Background: an optimization exercise with open tools, aiming at small area. Do not read the settings as production practice.
In this exercise RTL edits were held to simulation tests only and were not proved equivalent to the original.
No activity file was given, so power comes from the tool's default toggle rates.

main:
## ibm2ieee
module ibm2ieee (
    input  wire        clk,
    input  wire        rst,
    input  wire        in_valid,
    input  wire [1:0]  op,
    input  wire [63:0] src,
    output reg         out_valid,
    output reg  [63:0] result
);
Size in the first run: ~1600 cells after synthesis, ~130 I/O pins, ~0.011 sq mm of cells after synthesis.
clock: 18.0 ns
lec_check: 0
cap_margin: 20
core_margin: 2
core_utilization: 40
slew_margin: 20
standard.sh (not shown) runs the stock make flow with config.mk's settings and CLKGATE_MAP_FILE= SYNTH_SCRIPT=/design/flow/synth_recipe.tcl, a recipe that flattens the netlist after the stock synthesis.
==> flow/flow/run.sh <==
#!/bin/bash
# probe: run the standard flow unchanged, logging its output
bash standard.sh > standard.log 2>&1
Changes in the feature branch relative to main:
Settings: putting ABC_AREA at 1 where nothing was set.
==> flow/run.sh (new file) <==
#!/bin/bash
# synth_recipe.tcl (not shown) runs the flow's synth.tcl, then flattens the netlist and writes it again
# the make line also repeats each setting of config.mk as NAME=value (left out here)
make -C /OpenROAD-flow-scripts/flow DESIGN_CONFIG=/design/flow/config.mk WORK_HOME=/design/flow/orfs CLKGATE_MAP_FILE= SYNTH_SCRIPT=/design/flow/synth_recipe.tcl finish
removed: flow/flow/run.sh
removed: flow/standard.sh
==> comparison <==
Every run in the comparison, the feature branch and main, completed the flow with a clean layout.
Minimum setup slack in the final design in the feature branch is 0.78 ns above main.
In the reports for the feature branch and main, the smaller average vias per placed instance belongs to the feature branch.
Compared with main, the feature branch shows a higher synthesized instance count.

---

Starting RTL as in the previous note.
Settings: LEC_CHECK=0, CAP_MARGIN=20, CORE_MARGIN=2, CORE_UTILIZATION=40, SLEW_MARGIN=20; clock period 18.0 ns.
==> flow/flow/run.sh <==
#!/bin/bash
set -euo pipefail
HERE=$(pwd)
sed "s|SYNTH_SCRIPT=[^ ]*|SYNTH_SCRIPT=$HERE/flow/my_synth.tcl|" standard.sh > my_standard.sh
export MY_ABC_SCRIPT=$HERE/flow/abc.script
[ -n "${PORT_BUF:-}" ] && export BUFFER_PORTS_ARGS="-buffer_cell $PORT_BUF"
bash my_standard.sh > flow.log 2>&1
==> flow/flow/abc.script <==
strash
dch
amap
topo
==> flow/flow/my_synth.tcl <==
# The standard flow's synthesis script with ABC's mapping script replaced by an area-oriented one
proc synth {args} { yosys synth -nofsm -noshare {*}$args }
proc abc {args} {
  set i [lsearch -exact $args -script]
  if { $i >= 0 && [info exists ::env(MY_ABC_SCRIPT)] } {
    lset args [expr {$i + 1}] $::env(MY_ABC_SCRIPT)
  }
  puts "my abc: $args"
  yosys abc {*}$args
}
source $::env(SCRIPTS_DIR)/synth.tcl
# left out here: clear keep_hierarchy, flatten, clean up, hide names made inside functions, write 1_2_yosys.v
Then changed:
==> flow/flow/run.sh (replaced) <==
#!/bin/bash
set -euo pipefail
HERE=$(pwd)
sed "s|SYNTH_SCRIPT=[^ ]*|SYNTH_SCRIPT=$HERE/flow/my_synth.tcl|" standard.sh > my_standard.sh
export MY_ABC_SCRIPT=$HERE/flow/abc.script
export BUFFER_PORTS_ARGS="-buffer_cell sky130_fd_sc_hd__buf_1"
bash my_standard.sh > flow.log 2>&1
Maximum frequency increases slightly. First-iteration DRC count decreases by roughly a tenth. Final cell count hardly moves. Power decreases by a little under a tenth. Area after synthesis stays the same.

---

Another version of the RTL of ibm2ieee (not shown whole).
Size: roughly 65 flip-flops, about 5800 um2 of cells after synthesis.
clock: 18.0 ns
lec_check: 0
cap_margin: 20
core_margin: 2
core_utilization: 40
gpl_timing_driven: 0
slew_margin: 20
==> flow/flow/run.sh <==
#!/bin/bash
set -euo pipefail
HERE=$(pwd)
sed "s|SYNTH_SCRIPT=[^ ]*|SYNTH_SCRIPT=$HERE/flow/my_synth.tcl|" standard.sh > my_standard.sh
export MY_ABC_SCRIPT=$HERE/flow/abc.script
export BUFFER_PORTS_ARGS="-buffer_cell sky130_fd_sc_hd__buf_1"
export REMOVE_ABC_BUFFERS=1
if [ -f flow/cts_args ]; then export CTS_ARGS="$(cat flow/cts_args)"; fi
bash my_standard.sh > flow.log 2>&1
==> flow/flow/abc.script <==
strash
&get -n
&deepsyn -T 60
&put
dch -f
amap
topo
==> flow/flow/cts_args <==
-sink_clustering_enable -repair_clock_nets -dont_use_dummy_load -buf_list sky130_fd_sc_hd__clkbuf_4 -root_buf sky130_fd_sc_hd__clkbuf_4
Scripts as last shown in full above: flow/flow/my_synth.tcl
Change:
- CORE_UTILIZATION: 40 -> 65
- GPL_TIMING_DRIVEN: 0 -> default
- PLACE_DENSITY: default -> 0.75
Global-route usage went up by 15 points.
Worst hold slack got worse by 0.0081 ns.
Synthesized cell count does not change.
Worst setup slack improved by 0.15 ns.
Final cell count went down by 6.3%.
Clock-buffer cell count does not change.
Change:
==> flow/flow/cts_args (replaced) <==
-sink_clustering_enable -repair_clock_nets -dont_use_dummy_load -buf_list sky130_fd_sc_hd__clkbuf_2 -root_buf sky130_fd_sc_hd__clkbuf_4
- CORE_UTILIZATION: 65 -> 40
- PLACE_DENSITY: 0.75 -> default
Clock-buffer cell count stays the same.
Worst setup slack improves by 0.42 ns.
Die area grows by 60%.
Worst hold slack degrades by 0.046 ns.
Final area grows by 1.1%.
Final cell count grows by 7.0%.
Critical path depth grows by 1.
Wire length grows by 12%.
Change:
==> flow/flow/cts_args (replaced) <==
-sink_clustering_enable -repair_clock_nets -dont_use_dummy_load -sink_clustering_size 80 -sink_clustering_max_diameter 400 -buf_list sky130_fd_sc_hd__clkbuf_8 -root_buf sky130_fd_sc_hd__clkbuf_8
After rerunning:
- The new run completed without violations
- maximum frequency decreases slightly
- sequential power stays flat
- total power rose by a few percent
- synthesized area is unchanged
- sequential cell count does not change
- count of clock-buffer cells in the layout does not change
Change:
==> flow/flow/cts_args (replaced) <==
-sink_clustering_enable -repair_clock_nets -dont_use_dummy_load -buf_list sky130_fd_sc_hd__clkbuf_4 -root_buf sky130_fd_sc_hd__clkbuf_4
Effect:
- The new run finished clean
- flip-flop and latch count does not change
- power came out lower by a few percent
- first-iteration DRC count came out higher by roughly a tenth
- cell count barely changes
- global-route usage hardly moves
- routed wire length barely changes
- final area came out lower slightly
- synthesized cell count is unchanged
- count of clock-buffer cells in the layout is unchanged
- hold slack degrades by 0.092 ns
- sequential power hardly moves

==> port drivers added, routing unchanged <==
The results above use ideal ports. As a check the final layouts listed here were re-extracted and re-timed, cells and wires unchanged. Step 1 assumes that a clkbuf_16 drives the clock port and a buf_2 every other input. Step 2 moves the port delays by t, midway between the first and last clock arrival at a register: inputs arrive t later, outputs are due t later. That takes back most of the time a late clock gives input paths. Three values: ideal, step 1, step 2; two values: the first two.
run	shift t [ns]	setup WS [ns]	latest minus earliest clock arrival (ns)	worst register clock-pin slew, ns	worst data-port slew with drivers (ns)
main	0.387	1.032 / 1.054 / 0.668	0.012 / 0.011	0.06 / 0.06	0.05
the feature branch	0.374	1.808 / 1.820 / 1.446	0.014 / 0.014	0.07 / 0.07	0.06
the first run of note 2	0.386	1.372 / 1.397 / 1.011	0.008 / 0.008	0.06 / 0.06	0.05
the second run of note 2	0.385	1.567 / 1.554 / 1.169	0.011 / 0.010	0.06 / 0.06	0.06
the first run of note 3	0.425	1.063 / 1.072 / 0.647	0.030 / 0.030	0.10 / 0.10	0.04
the second run of note 3	0.438	1.211 / 1.220 / 0.782	0.045 / 0.045	0.12 / 0.12	0.04
the third run of note 3	0.452	1.629 / 1.642 / 1.190	0.044 / 0.044	0.12 / 0.12	0.04
the fourth run of note 3	0.380	1.494 / 1.508 / 1.128	0.027 / 0.027	0.08 / 0.08	0.04
the fifth run of note 3	0.452	1.629 / 1.642 / 1.190	0.044 / 0.044	0.12 / 0.12	0.04
After both steps every run listed still meets setup and hold.
